Source: an optimization exercise on an open RTL-to-GDS flow (aim: small area, a short achievable clock period and few clock cycles). Production flows keep margins and buffers that such runs may drop. Where RTL was checked, it was by simulation tests only, not by an equivalence proof against the original. Power is estimated from default activity; no workload was simulated.

## zc_demod
module zc_demod (
    input  wire        clk,
    input  wire        rst,
    input  wire        cmd_valid,
    input  wire [31:0] cmd_data,
    output wire        cmd_ready,
    output reg         out_valid,
    output reg  [31:0] out_data,
    output wire [8:0]  status,
    output wire [63:0] sample_count
);
    localparam [16:0] LAST_IDX = 17'd99999;    
    localparam [1:0] FSM_SEARCH = 2'd0, FSM_LOCKED = 2'd1, FSM_CAPT = 2'd2;
    localparam [1:0] S_IDLE = 2'd0, S_HDR = 2'd1, S_DATA = 2'd2, S_END = 2'd3;
    localparam [1:0] PH_START = 2'd0, PH_ALIGN = 2'd1, PH_RUN = 2'd2;
    function automatic [7:0] cat_id(input [2:0] e);
        case (e)
            3'd0: cat_id = 8'h21;  3'd1: cat_id = 8'h12;
            3'd2: cat_id = 8'h07;  3'd3: cat_id = 8'h33;
            3'd4: cat_id = 8'h44;  3'd5: cat_id = 8'h55;
            3'd6: cat_id = 8'h66;  default: cat_id = 8'h77;
        endcase
    endfunction
    function automatic [7:0] cat_flen(input [2:0] e);
        case (e)
            3'd0: cat_flen = 8'd204;  3'd1: cat_flen = 8'd24;
            3'd2: cat_flen = 8'd20;   3'd3: cat_flen = 8'd18;
            3'd4: cat_flen = 8'd40;   3'd5: cat_flen = 8'd64;
            3'd6: cat_flen = 8'd30;   default: cat_flen = 8'd50;
        endcase
    endfunction
    function automatic [7:0] cat_minl(input [2:0] e);
        case (e)
            3'd0: cat_minl = 8'd20;  3'd1: cat_minl = 8'd8;
  ...
Settings: LEC_CHECK=0, ABC_AREA=1, CAP_MARGIN=20, CORE_MARGIN=2, CORE_UTILIZATION=40, CTS_CLUSTER_DIAMETER=85, CTS_CLUSTER_SIZE=27, PLACE_DENSITY=0.6, SLEW_MARGIN=20, SYNTH_HIERARCHICAL=1; clock period 15.0 ns.
standard.sh (not shown) runs the stock make flow with config.mk's settings and CLKGATE_MAP_FILE= SYNTH_SCRIPT=/design/flow/synth_recipe.tcl, a recipe that flattens the netlist after the stock synthesis.
==> flow/flow/run.sh <==
#!/bin/bash
# Standard layout (standard synthesis, floorplan, place, CTS, route), with
# repair_timing asked for more setup slack than the clock period needs, so
# that it shortens the critical paths, and port buffers that it can size.
set -euo pipefail
bash standard.sh finish SETUP_SLACK_MARGIN=10 "BUFFER_PORTS_ARGS=-buffer_cell sky130_fd_sc_hd__buf_2" > make_finish.log 2>&1
The baseline completed without violations.
Testbench counts at the start, summed over its fixed seeds: cycles 390,972.
==> next run, changes <==
--- a/flow/config.mk
+++ b/flow/config.mk
@@ -6,10 +6,9 @@
 export NUM_CORES = 4
 export LEC_CHECK = 0
-export ABC_AREA = 1
 export CAP_MARGIN = 20
 export CORE_MARGIN = 2
 export CORE_UTILIZATION = 40
-export CTS_CLUSTER_DIAMETER = 85
-export CTS_CLUSTER_SIZE = 27
+export CTS_CLUSTER_DIAMETER = 70
+export CTS_CLUSTER_SIZE = 24
 export PLACE_DENSITY = 0.6
 export SLEW_MARGIN = 20
Result: Global-route usage is about the same. Routed wire length is lower by 2.5%. Worst setup slack got worse by 0.10 ns. Die area is lower by 3.0%. Clock power is higher by 13%. Via count is lower by 11%. Fmax is lower by 2.1%. Hold slack got worse by 0.0045 ns. First-iteration DRC count is lower by 26%.
==> next run, changes <==
--- a/flow/config.mk
+++ b/flow/config.mk
@@ -6,4 +6,5 @@
 export NUM_CORES = 4
 export LEC_CHECK = 0
+export ABC_AREA = 1
 export CAP_MARGIN = 20
 export CORE_MARGIN = 2
Clock power decreases by about 2%.
Non-clock buffer count drops by 38.
Worst setup slack gains 0.18 ns.
Wire length rose by 2.8%.
Area after synthesis climbs by about 3%.
Flip-flop and latch count stays the same.

========
== rev 12 ==
Another version of the RTL of zc_demod (not shown whole).
Size in the first run: about 3400 cells after synthesis, about 2000 flip-flops, ~140 I/O pins.
==> flow/config.mk <==
export PLATFORM = sky130hd
export DESIGN_NAME = zc_demod
export DESIGN_NICKNAME = zc_demod
export VERILOG_FILES = /design/flow/design.v
export SDC_FILE = /design/flow/constraint.sdc
export NUM_CORES = 4
export LEC_CHECK = 0
export CAP_MARGIN = 20
export CORE_MARGIN = 2
export CORE_UTILIZATION = 40
export CTS_CLUSTER_DIAMETER = 70
export CTS_CLUSTER_SIZE = 24
export PLACE_DENSITY = 0.6
export SLEW_MARGIN = 20
export SYNTH_HIERARCHICAL = 1
==> flow/constraint.sdc <==
create_clock -name core_clock -period 15.0 [get_ports {clk}]
set_input_delay 3.0000 -clock core_clock [delete_from_list [all_inputs] [get_ports {clk}]]
set_output_delay 3.0000 -clock core_clock [all_outputs]
set_load 0.01 [all_outputs]
Scripts as last shown in full above: flow/flow/run.sh
Rev 12 has completed all stages; timing, DRC and antenna checks passed.
Input-level comparison between rev 13 and rev 12:
--- a/flow/flow/run.sh
+++ b/flow/flow/run.sh
@@ -6 +6 @@
-bash standard.sh finish SETUP_SLACK_MARGIN=10 "BUFFER_PORTS_ARGS=-buffer_cell sky130_fd_sc_hd__buf_2" > make_finish.log 2>&1
+bash standard.sh finish SETUP_SLACK_MARGIN=10.3 "BUFFER_PORTS_ARGS=-buffer_cell sky130_fd_sc_hd__buf_2" > make_finish.log 2>&1
- Rev 13 against rev 12; finished layout cell area is up slightly.
- Diff rev 12 -> rev 13: layout buffering overhead excluding clock cells has increased; placed cell area has remained practically unchanged; total global-route track usage has increased; total power of the final layout has remained practically unchanged; logic depth of the worst register-to-register path has increased.
Function was not checked in any run of this note: the RTL went through the layout flow alone.

========
zc_demod with an RTL version that a note above also has.
For scale: ~2000 flip-flops, about 140 I/O pins, roughly 52000 µm² of cells after synthesis.
Settings: LEC_CHECK=0, CAP_MARGIN=20, CORE_MARGIN=2, CORE_UTILIZATION=40, CTS_CLUSTER_DIAMETER=85, CTS_CLUSTER_SIZE=27, PLACE_DENSITY=0.6, SLEW_MARGIN=20, SYNTH_HIERARCHICAL=1; clock period 15.0 ns.
==> flow/flow/run.sh <==
#!/bin/bash
# Standard layout (standard synthesis, floorplan, place, CTS, route), with
# repair_timing asked for more setup slack than the clock period needs, so
# that it shortens the critical paths, and port buffers that it can size.
set -euo pipefail
bash standard.sh finish SETUP_SLACK_MARGIN=10 "BUFFER_PORTS_ARGS=-buffer_cell sky130_fd_sc_hd__buf_2" > make_finish.log 2>&1
Testbench counts at the start, summed over its fixed seeds: cycles 390,972.
Rerun with:
--- a/flow/flow/run.sh
+++ b/flow/flow/run.sh
@@ -6 +6 @@
-bash standard.sh finish SETUP_SLACK_MARGIN=10 "BUFFER_PORTS_ARGS=-buffer_cell sky130_fd_sc_hd__buf_2" > make_finish.log 2>&1
+bash standard.sh finish SETUP_SLACK_MARGIN=10.6 "BUFFER_PORTS_ARGS=-buffer_cell sky130_fd_sc_hd__buf_2" > make_finish.log 2>&1
ABC_AREA = 1   (was unset)
CTS_CLUSTER_DIAMETER = 70   (was 85)
CTS_CLUSTER_SIZE = 24   (was 27)
Effect: Worst hold slack hardly moves; cell area increases by about 6%; total power increases by about 4.6%.
Rerun with:
--- a/flow/flow/run.sh
+++ b/flow/flow/run.sh
@@ -6 +6 @@
-bash standard.sh finish SETUP_SLACK_MARGIN=10.6 "BUFFER_PORTS_ARGS=-buffer_cell sky130_fd_sc_hd__buf_2" > make_finish.log 2>&1
+bash standard.sh finish SETUP_SLACK_MARGIN=10.5 "BUFFER_PORTS_ARGS=-buffer_cell sky130_fd_sc_hd__buf_2" > make_finish.log 2>&1
ABC_AREA = unset   (was 1)
The new run produced a clean layout.
Sequential share of layout area climbs by 1.3 points.
Maximum frequency falls by about 10%.
Setup slack got worse by 510 ps.
Worst hold slack hardly moves.
Die area decreases by 3.0%.
Critical path depth is unchanged.
Power increases by about 0.9%.
Clock power came out higher by about 4%.
Routed wire length is lower by 3.8%.
Final area decreases by 1.8%.
Flip-flop and latch count does not change.

========
zc_demod again, from the RTL that the note above started with.
Settings: LEC_CHECK=0, CAP_MARGIN=20, CORE_MARGIN=2, CORE_UTILIZATION=60, CTS_CLUSTER_DIAMETER=70, CTS_CLUSTER_SIZE=24, PLACE_DENSITY=0.75, SLEW_MARGIN=20, SYNTH_HIERARCHICAL=1; clock period 15.0 ns.
==> flow/flow/run.sh <==
#!/bin/bash
# Standard layout (standard synthesis, floorplan, place, CTS, route), with
# repair_timing asked for more setup slack than the clock period needs, so
# that it shortens the critical paths, and port buffers that it can size.
set -euo pipefail
bash standard.sh finish SETUP_SLACK_MARGIN=10 "BUFFER_PORTS_ARGS=-buffer_cell sky130_fd_sc_hd__buf_2" > make_finish.log 2>&1
Testbench counts at the start, summed over its fixed seeds: cycles 390,972.
Then changed:
--- a/flow/flow/run.sh
+++ b/flow/flow/run.sh
@@ -6 +6 @@
-bash standard.sh finish SETUP_SLACK_MARGIN=10 "BUFFER_PORTS_ARGS=-buffer_cell sky130_fd_sc_hd__buf_2" > make_finish.log 2>&1
+bash standard.sh finish SETUP_SLACK_MARGIN=10.9 "BUFFER_PORTS_ARGS=-buffer_cell sky130_fd_sc_hd__buf_2" > make_finish.log 2>&1
- ABC_AREA: default -> 1
- CORE_UTILIZATION: 60 -> 40
- PLACE_DENSITY: 0.75 -> 0.6
Die area goes up by 54%.
Synthesized area is higher by 3.1%.
Wire length went up by 13%.
Core utilization falls by 20 points.
Power rose by 2.6%.
Worst setup slack improved by 0.53 ns.
Fmax is higher by 12%.
Clock power goes up by about 6%.
Synthesized cell count came out higher by 26%.
Critical path depth grows by 1.
Then changed:
--- a/flow/flow/run.sh
+++ b/flow/flow/run.sh
@@ -6 +6 @@
-bash standard.sh finish SETUP_SLACK_MARGIN=10.9 "BUFFER_PORTS_ARGS=-buffer_cell sky130_fd_sc_hd__buf_2" > make_finish.log 2>&1
+bash standard.sh finish SETUP_SLACK_MARGIN=10.3 "BUFFER_PORTS_ARGS=-buffer_cell sky130_fd_sc_hd__buf_2" > make_finish.log 2>&1
- CTS_CLUSTER_DIAMETER: 70 -> 85
- CTS_CLUSTER_SIZE: 24 -> 27
- synthesized area does not change
- non-clock buffer count goes down by 134
- first-iteration DRC count goes down by about 11%
- wire length goes down by about 9%
- die area does not change
- worst hold slack gains 0.016 ns
- final area goes down by about 6.4%
- total power goes down by about 4%
Then changed:
- CTS_CLUSTER_DIAMETER: 85 -> 70
- CTS_CLUSTER_SIZE: 27 -> 24
Clock power goes up by about 12%.
Cell area grows by 1.0%.
Hold slack degrades by 0.014 ns.
Utilization grows by 0.46 points.
Fmax goes down by 0.52%.
Synthesized cell count stays the same.
Via count hardly moves.
Setup slack loses 0.024 ns.
Cell count is higher by 0.44%.

## separate check: timing with driven ports
The flow's constraints put no driver on any port. The routed layouts listed below were extracted and timed again, unchanged, in two steps.
Step 1 (the two cells are an assumption about what drives the block):
set clk [get_ports {clk}]
set_driving_cell -lib_cell sky130_fd_sc_hd__clkbuf_16 $clk
set_driving_cell -lib_cell sky130_fd_sc_hd__buf_2 [delete_from_list [all_inputs] $clk]
Step 2 also shifts input and output timing later by t, the mid clock arrival at the registers, as if the neighbouring blocks saw the same clock.
a / b / c = ideal ports / drivers / drivers and shift; a / b = the first two.
run	shift t [ns]	slack for setup (ns)	hold slack, ns	cell pins on the clock port's net
the first run of note 1	0.748	10.101 / 10.150 / 9.402	0.320 / 0.320 / 0.320	1
the second run of note 1	0.764	9.997 / 10.043 / 9.279	0.316 / 0.316 / 0.316	1
the third run of note 1	0.754	10.173 / 10.220 / 9.466	0.302 / 0.302 / 0.302	1
rev 12	0.760	9.998 / 10.036 / 9.276	0.306 / 0.306 / 0.306	1
rev 13	0.776	10.044 / 10.094 / 9.317	0.312 / 0.312 / 0.312	1
the first run of note 3	0.740	9.864 / 9.903 / 9.162	0.313 / 0.313 / 0.313	1
the second run of note 3	0.764	10.442 / 10.485 / 9.722	0.315 / 0.315 / 0.315	1
the third run of note 3	0.772	9.928 / 9.962 / 9.190	0.316 / 0.316 / 0.316	1
the first run of note 4	0.743	9.888 / 9.929 / 9.186	0.307 / 0.307 / 0.307	1
the second run of note 4	0.758	10.417 / 10.445 / 9.687	0.291 / 0.291 / 0.291	1
the third run of note 4	0.745	10.366 / 10.416 / 9.671	0.307 / 0.307 / 0.307	1
the fourth run of note 4	0.757	10.341 / 10.388 / 9.631	0.293 / 0.293 / 0.293	1
After both steps every run listed still meets setup and hold. For the third run of note 3, which loses most, drivers alone change the setup slack by +0.034 ns; drivers and shift together by -0.738 ns.
